Background: an optimization exercise with open tools, aiming at small area, a short achievable clock period and few clock cycles per item. Do not read the settings as production practice.
In this exercise RTL edits were held to simulation tests only and were not proved equivalent to the original.
No activity file was given, so power comes from the tool's default toggle rates.

==> inputs of job 7327 <==
==> flow/design.v <==
module xlate_unit (
    input  wire        clk,
    input  wire        rst,      
    input  wire        start,    
    input  wire [31:0] rate,     
    output reg         ready,
    output reg         done,     
    output reg         err,      
    output wire [31:0] full,
    output wire [31:0] half
);
    localparam [29:0] NM1 = 30'd999999999;    
    localparam [30:0] NM2 = {NM1, 1'b0};
    reg        busy;         
    reg        ini;          
    reg [31:0] d;            
    reg [4:0]  cnt;          
    reg        nb;           
    reg [29:0] fq;           
    reg [29:0] hq;           
    assign full = {2'b00, fq};
    assign half = {3'b000, hq[28:0]};
    reg [4:0]  c0;
    reg        nb0;
    reg [29:0] r0;
    integer i;
    always @* begin
        c0  = 5'd0;
        nb0 = NM1[0];
        r0  = NM1 >> 1;
        for (i = 0; i < 30; i = i + 1)
            if (d[i]) begin
                c0  = 5'd29 - i;
                nb0 = NM1[29 - i];
                r0  = NM1 >> (30 - i);
            end
        if (d[30]) begin
            c0  = 5'd0;
            nb0 = NM1[0];
            r0  = NM1 >> 1;
        end
    end
    wire bad = d[31] | (d[30:0] == 31'd0);
    wire [30:0] rem_sh = {hq, nb};
    wire [30:0] diff;
    wire        fits;
    sub31 u_sub (.a(rem_sh), .b(d[30:0]), .diff(diff), .co(fits));
    wire        last   = (cnt == 5'd0);
    wire [28:0] hinc   = fq[28:0] + 29'd1;
    always @(posedge clk) begin
        if (~busy)
            d <= rate;
        if (ini) begin
            cnt <= c0;
            nb  <= nb0;
        end else begin
            cnt <= cnt - 5'd1;
            nb  <= NM2[cnt];
        end
    end
    always @(posedge clk) begin
        if (rst) begin
            busy  <= 1'b0;
            ready <= 1'b1;
            ini   <= 1'b0;
            done  <= 1'b0;
            fq    <= 30'd0;
            hq    <= 30'd0;
        end else begin
            done <= 1'b0;
            if (~busy) begin
                if (start) begin
                    busy  <= 1'b1;
                    ready <= 1'b0;
                    ini   <= 1'b1;
                end
            end else if (ini) begin
                ini <= 1'b0;
                if (bad) begin
                    busy  <= 1'b0;
                    ready <= 1'b1;
                    done  <= 1'b1;
                    err   <= 1'b1;
                end else begin
                    fq <= 30'd0;
                    hq <= r0;
                end
            end else if (last) begin
                hq    <= {1'b0, hinc};
                fq    <= fits ? {hinc, 1'b0} : {fq[28:0], 1'b1};
                busy  <= 1'b0;
                ready <= 1'b1;
                done  <= 1'b1;
                err   <= 1'b0;
            end else begin
                hq <= fits ? diff[29:0] : rem_sh[29:0];
                fq <= {fq[28:0], fits};
            end
        end
    end
endmodule
module sub31(input [30:0] a, input [30:0] b, output [30:0] diff, output co);
    wire [30:0] g = a & ~b;
    wire [30:0] p = a | ~b;
    wire [30:0] t = a ^ ~b;
    wire gl0 = g[0] | p[0];
    wire G0 = g[1] | (p[1] & gl0);
    wire G1 = g[3] | (p[3] & g[2]);
    wire P1 = p[3] & p[2];
    wire G2 = g[5] | (p[5] & g[4]);
    wire P2 = p[5] & p[4];
    wire G3 = g[7] | (p[7] & g[6]);
    wire P3 = p[7] & p[6];
    wire G4 = g[9] | (p[9] & g[8]);
    wire P4 = p[9] & p[8];
    wire G5 = g[11] | (p[11] & g[10]);
    wire P5 = p[11] & p[10];
    wire G6 = g[13] | (p[13] & g[12]);
    wire P6 = p[13] & p[12];
    wire G7 = g[15] | (p[15] & g[14]);
    wire P7 = p[15] & p[14];
    wire G8 = g[17] | (p[17] & g[16]);
    wire P8 = p[17] & p[16];
    wire G9 = g[19] | (p[19] & g[18]);
    wire P9 = p[19] & p[18];
    wire G10 = g[21] | (p[21] & g[20]);
    wire P10 = p[21] & p[20];
    wire G11 = g[23] | (p[23] & g[22]);
    wire P11 = p[23] & p[22];
    wire G12 = g[25] | (p[25] & g[24]);
    wire P12 = p[25] & p[24];
    wire G13 = g[27] | (p[27] & g[26]);
    wire P13 = p[27] & p[26];
    wire G14 = g[29] | (p[29] & g[28]);
    wire P14 = p[29] & p[28];
    wire G15 = G1 | (P1 & G0);
    wire G16 = G3 | (P3 & G2);
    wire P16 = P3 & P2;
    wire G17 = G5 | (P5 & G4);
    wire P17 = P5 & P4;
    wire G18 = G7 | (P7 & G6);
    wire P18 = P7 & P6;
    wire G19 = G9 | (P9 & G8);
    wire P19 = P9 & P8;
    wire G20 = G11 | (P11 & G10);
    wire P20 = P11 & P10;
    wire G21 = G13 | (P13 & G12);
    wire P21 = P13 & P12;
    wire G22 = G16 | (P16 & G15);
    wire G23 = G18 | (P18 & G17);
    wire P23 = P18 & P17;
    wire G24 = G20 | (P20 & G19);
    wire P24 = P20 & P19;
    wire G25 = G23 | (P23 & G22);
    wire G26 = G24 | (P24 & G25);
    wire G27 = G17 | (P17 & G22);
    wire G28 = G19 | (P19 & G25);
    wire G29 = G21 | (P21 & G26);
    wire G30 = G2 | (P2 & G15);
    wire G31 = G4 | (P4 & G22);
    wire G32 = G6 | (P6 & G27);
    wire G33 = G8 | (P8 & G25);
    wire G34 = G10 | (P10 & G28);
    wire G35 = G12 | (P12 & G26);
    wire G36 = G14 | (P14 & G29);
    wire G37 = g[2] | (p[2] & G0);
    wire G38 = g[4] | (p[4] & G15);
    wire G39 = g[6] | (p[6] & G30);
    wire G40 = g[8] | (p[8] & G22);
    wire G41 = g[10] | (p[10] & G31);
    wire G42 = g[12] | (p[12] & G27);
    wire G43 = g[14] | (p[14] & G32);
    wire G44 = g[16] | (p[16] & G25);
    wire G45 = g[18] | (p[18] & G33);
    wire G46 = g[20] | (p[20] & G28);
    wire G47 = g[22] | (p[22] & G34);
    wire G48 = g[24] | (p[24] & G26);
    wire G49 = g[26] | (p[26] & G35);
    wire G50 = g[28] | (p[28] & G29);
    wire G51 = g[30] | (p[30] & G36);
    assign diff[0] = ~t[0];
    assign diff[1] = t[1] ^ gl0;
    assign diff[2] = t[2] ^ G0;
    assign diff[3] = t[3] ^ G37;
    assign diff[4] = t[4] ^ G15;
    assign diff[5] = t[5] ^ G38;
    assign diff[6] = t[6] ^ G30;
    assign diff[7] = t[7] ^ G39;
    assign diff[8] = t[8] ^ G22;
    assign diff[9] = t[9] ^ G40;
    assign diff[10] = t[10] ^ G31;
    assign diff[11] = t[11] ^ G41;
    assign diff[12] = t[12] ^ G27;
    assign diff[13] = t[13] ^ G42;
    assign diff[14] = t[14] ^ G32;
    assign diff[15] = t[15] ^ G43;
    assign diff[16] = t[16] ^ G25;
    assign diff[17] = t[17] ^ G44;
    assign diff[18] = t[18] ^ G33;
    assign diff[19] = t[19] ^ G45;
    assign diff[20] = t[20] ^ G28;
    assign diff[21] = t[21] ^ G46;
    assign diff[22] = t[22] ^ G34;
    assign diff[23] = t[23] ^ G47;
    assign diff[24] = t[24] ^ G26;
    assign diff[25] = t[25] ^ G48;
    assign diff[26] = t[26] ^ G35;
    assign diff[27] = t[27] ^ G49;
    assign diff[28] = t[28] ^ G29;
    assign diff[29] = t[29] ^ G50;
    assign diff[30] = t[30] ^ G36;
    assign co = G51;
endmodule
==> flow/flow/run.sh <==
#!/bin/bash
set -euo pipefail
bash standard.sh \
  SETUP_SLACK_MARGIN=6.5 \
  BUFFER_PORTS_ARGS="-buffer_cell sky130_fd_sc_hd__buf_1" \
  finish > standard.log 2>&1
==> flow/standard.sh <==
#!/bin/bash
# synth_recipe.tcl (not shown) runs the flow's synth.tcl, then flattens the netlist and writes it again
# the make line also repeats each setting of config.mk as NAME=value (left out here)
make -C /OpenROAD-flow-scripts/flow DESIGN_CONFIG=/design/flow/config.mk WORK_HOME=/design/flow/orfs CLKGATE_MAP_FILE= SYNTH_SCRIPT=/design/flow/synth_recipe.tcl "${@:-finish}"
==> flow/config.mk <==
export PLATFORM = sky130hd
export DESIGN_NAME = xlate_unit
export DESIGN_NICKNAME = xlate_unit
export VERILOG_FILES = /design/flow/design.v
export SDC_FILE = /design/flow/constraint.sdc
export NUM_CORES = 4
export LEC_CHECK = 0
export CAP_MARGIN = 20
export CORE_MARGIN = 2
export CORE_UTILIZATION = 40
export SLEW_MARGIN = 20
==> flow/constraint.sdc <==
create_clock -name core_clock -period 10.0 [get_ports {clk}]
set_input_delay 2.0000 -clock core_clock [delete_from_list [all_inputs] [get_ports {clk}]]
set_output_delay 2.0000 -clock core_clock [all_outputs]
set_load 0.01 [all_outputs]
==> job 4362: changes against job 7327 <==
==> flow/flow/run.sh (replaced) <==
#!/bin/bash
# Standard ORFS layout (the standard.sh: unchanged synthesis, SDC and
# clock period), with two layout settings passed to make:
# - repair_timing aims for more setup slack than the clock needs, so the
#   achieved period shrinks;
# - ports are buffered with buf_2 cells instead of the default buffer.
set -euo pipefail
bash standard.sh \
  SETUP_SLACK_MARGIN=7.0 \
  BUFFER_PORTS_ARGS="-buffer_cell sky130_fd_sc_hd__buf_2" \
  finish > standard.log 2>&1
--- a/flow/config.mk
+++ b/flow/config.mk
@@ -8,4 +8,5 @@
 export CAP_MARGIN = 20
 export CORE_MARGIN = 2
-export CORE_UTILIZATION = 40
+export CORE_UTILIZATION = 65
+export PLACE_DENSITY = 0.75
 export SLEW_MARGIN = 20
==> job 8330: changes against job 7327 <==
--- a/flow/design.v
+++ b/flow/design.v
@@ -14,5 +14,5 @@
     reg        busy;         
     reg        ini;          
-    reg [31:0] d;            
+    reg [30:0] d;            
     reg [4:0]  cnt;          
     reg        nb;           
@@ -41,14 +41,15 @@
         end
     end
-    wire bad = d[31] | (d[30:0] == 31'd0);
+    wire bad  = rate[31] | (rate[30:0] == 31'd0);
+    wire take = ~busy & start;
     wire [30:0] rem_sh = {hq, nb};
-    wire [30:0] diff;
-    wire        fits;
-    sub31 u_sub (.a(rem_sh), .b(d[30:0]), .diff(diff), .co(fits));
+    wire [30:0] rem_nx;      
+    wire        fits;        
+    rstep u_step (.a(rem_sh), .b(d), .y(rem_nx), .fits(fits));
     wire        last   = (cnt == 5'd0);
     wire [28:0] hinc   = fq[28:0] + 29'd1;
     always @(posedge clk) begin
         if (~busy)
-            d <= rate;
+            d <= rate[30:0];
         if (ini) begin
             cnt <= c0;
@@ -60,4 +61,5 @@
     end
     always @(posedge clk) begin
+        err <= take & bad;
         if (rst) begin
             busy  <= 1'b0;
@@ -68,22 +70,14 @@
             hq    <= 30'd0;
         end else begin
-            done <= 1'b0;
+            done <= take & bad;
+            ini  <= take & ~bad;
             if (~busy) begin
-                if (start) begin
+                if (start & ~bad) begin
                     busy  <= 1'b1;
                     ready <= 1'b0;
-                    ini   <= 1'b1;
                 end
             end else if (ini) begin
-                ini <= 1'b0;
-                if (bad) begin
-                    busy  <= 1'b0;
-                    ready <= 1'b1;
-                    done  <= 1'b1;
-                    err   <= 1'b1;
-                end else begin
-                    fq <= 30'd0;
-                    hq <= r0;
-                end
+                fq <= 30'd0;
+                hq <= r0;
             end else if (last) begin
                 hq    <= {1'b0, hinc};
@@ -92,7 +86,6 @@
                 ready <= 1'b1;
                 done  <= 1'b1;
-                err   <= 1'b0;
             end else begin
-                hq <= fits ? diff[29:0] : rem_sh[29:0];
+                hq <= rem_nx[29:0];
                 fq <= {fq[28:0], fits};
             end
@@ -100,9 +93,8 @@
     end
 endmodule
-module sub31(input [30:0] a, input [30:0] b, output [30:0] diff, output co);
+module rstep(input [30:0] a, input [30:0] b, output [30:0] y, output fits);
     wire [30:0] g = a & ~b;
     wire [30:0] p = a | ~b;
-    wire [30:0] t = a ^ ~b;
-    wire gl0 = g[0] | p[0];
+    wire gl0 = p[0];
     wire G0 = g[1] | (p[1] & gl0);
     wire G1 = g[3] | (p[3] & g[2]);
@@ -179,35 +171,35 @@
     wire G50 = g[28] | (p[28] & G29);
     wire G51 = g[30] | (p[30] & G36);
-    assign diff[0] = ~t[0];
-    assign diff[1] = t[1] ^ gl0;
-    assign diff[2] = t[2] ^ G0;
-    assign diff[3] = t[3] ^ G37;
-    assign diff[4] = t[4] ^ G15;
-    assign diff[5] = t[5] ^ G38;
-    assign diff[6] = t[6] ^ G30;
-    assign diff[7] = t[7] ^ G39;
-    assign diff[8] = t[8] ^ G22;
-    assign diff[9] = t[9] ^ G40;
-    assign diff[10] = t[10] ^ G31;
-    assign diff[11] = t[11] ^ G41;
-    assign diff[12] = t[12] ^ G27;
-    assign diff[13] = t[13] ^ G42;
-    assign diff[14] = t[14] ^ G32;
-    assign diff[15] = t[15] ^ G43;
-    assign diff[16] = t[16] ^ G25;
-    assign diff[17] = t[17] ^ G44;
-    assign diff[18] = t[18] ^ G33;
-    assign diff[19] = t[19] ^ G45;
-    assign diff[20] = t[20] ^ G28;
-    assign diff[21] = t[21] ^ G46;
-    assign diff[22] = t[22] ^ G34;
-    assign diff[23] = t[23] ^ G47;
-    assign diff[24] = t[24] ^ G26;
-    assign diff[25] = t[25] ^ G48;
-    assign diff[26] = t[26] ^ G35;
-    assign diff[27] = t[27] ^ G49;
-    assign diff[28] = t[28] ^ G29;
-    assign diff[29] = t[29] ^ G50;
-    assign diff[30] = t[30] ^ G36;
-    assign co = G51;
+    assign fits = G51;
+    assign y[0] = a[0] ^ (fits & b[0]);
+    assign y[1] = a[1] ^ (fits & ~(b[1] ^ gl0));
+    assign y[2] = a[2] ^ (fits & ~(b[2] ^ G0));
+    assign y[3] = a[3] ^ (fits & ~(b[3] ^ G37));
+    assign y[4] = a[4] ^ (fits & ~(b[4] ^ G15));
+    assign y[5] = a[5] ^ (fits & ~(b[5] ^ G38));
+    assign y[6] = a[6] ^ (fits & ~(b[6] ^ G30));
+    assign y[7] = a[7] ^ (fits & ~(b[7] ^ G39));
+    assign y[8] = a[8] ^ (fits & ~(b[8] ^ G22));
+    assign y[9] = a[9] ^ (fits & ~(b[9] ^ G40));
+    assign y[10] = a[10] ^ (fits & ~(b[10] ^ G31));
+    assign y[11] = a[11] ^ (fits & ~(b[11] ^ G41));
+    assign y[12] = a[12] ^ (fits & ~(b[12] ^ G27));
+    assign y[13] = a[13] ^ (fits & ~(b[13] ^ G42));
+    assign y[14] = a[14] ^ (fits & ~(b[14] ^ G32));
+    assign y[15] = a[15] ^ (fits & ~(b[15] ^ G43));
+    assign y[16] = a[16] ^ (fits & ~(b[16] ^ G25));
+    assign y[17] = a[17] ^ (fits & ~(b[17] ^ G44));
+    assign y[18] = a[18] ^ (fits & ~(b[18] ^ G33));
+    assign y[19] = a[19] ^ (fits & ~(b[19] ^ G45));
+    assign y[20] = a[20] ^ (fits & ~(b[20] ^ G28));
+    assign y[21] = a[21] ^ (fits & ~(b[21] ^ G46));
+    assign y[22] = a[22] ^ (fits & ~(b[22] ^ G34));
+    assign y[23] = a[23] ^ (fits & ~(b[23] ^ G47));
+    assign y[24] = a[24] ^ (fits & ~(b[24] ^ G26));
+    assign y[25] = a[25] ^ (fits & ~(b[25] ^ G48));
+    assign y[26] = a[26] ^ (fits & ~(b[26] ^ G35));
+    assign y[27] = a[27] ^ (fits & ~(b[27] ^ G49));
+    assign y[28] = a[28] ^ (fits & ~(b[28] ^ G29));
+    assign y[29] = a[29] ^ (fits & ~(b[29] ^ G50));
+    assign y[30] = a[30] ^ (fits & ~(b[30] ^ G36));
 endmodule
==> flow/flow/run.sh (replaced) <==
#!/bin/bash
set -euo pipefail
bash standard.sh \
  SETUP_SLACK_MARGIN=7.0 \
  BUFFER_PORTS_ARGS="-buffer_cell sky130_fd_sc_hd__buf_1" \
  finish > standard.log 2>&1
--- a/flow/config.mk
+++ b/flow/config.mk
@@ -6,4 +6,5 @@
 export NUM_CORES = 4
 export LEC_CHECK = 0
+export ABC_AREA = 1
 export CAP_MARGIN = 20
 export CORE_MARGIN = 2
==> summary of the runs <==
Final cell count, highest first: job 8330, job 7327, job 4362.
In sequential cell count, job 4362 and job 7327 do not differ.
Between job 4362 and job 8330, the lower wire length is in job 4362 (gap 1.7%, measured against job 8330).
Cell area, lowest first: job 7327, job 8330, job 4362.
Of job 4362 and job 7327, job 4362 has the higher total power (gap about 1.4%, measured against job 7327).
The lowest non-clock buffer count belongs to job 7327, the highest to job 4362.
Testbench counts of job 7327, summed over its fixed seeds: cycles 53,932, items 3,200.
Testbench counts of job 4362, summed over its fixed seeds: cycles 53,932, items 3,200.
Testbench counts of job 8330, summed over its fixed seeds: cycles 53,932, items 3,200.

static timing again, ports no longer ideal:
No port has a modelled driver above. Below, the same layouts with a new extraction and two added sets of constraints.
Step 1, drivers: a clkbuf_16 drives clk and a buf_2 each remaining input, both assumed.
Step 2, shift: input delay + t, output delay - t, t = (earliest + latest rising clock arrival at the registers) / 2. This alone moves slack from input paths to output paths.
a / b / c = ideal ports / drivers / drivers and shift; a / b = the first two.
run	t, ns	slack for setup (ns)	hold WS [ns]	worst setup path at the end	latest minus earliest clock arrival (ns)
job 7327	0.414	6.644 / 6.644 / 6.285	0.457 / 0.457 / 0.457	input to register	0.014 / 0.015
job 4362	0.401	6.636 / 6.636 / 6.627	0.459 / 0.459 / 0.459	input to register	0.010 / 0.010
job 8330	0.412	6.839 / 6.846 / 6.434	0.482 / 0.482 / 0.482	input to register	0.007 / 0.008
After both steps setup and hold are still met in every run listed. For job 8330, which loses most, drivers alone change the setup slack by +0.007 ns; drivers and shift together by -0.405 ns.
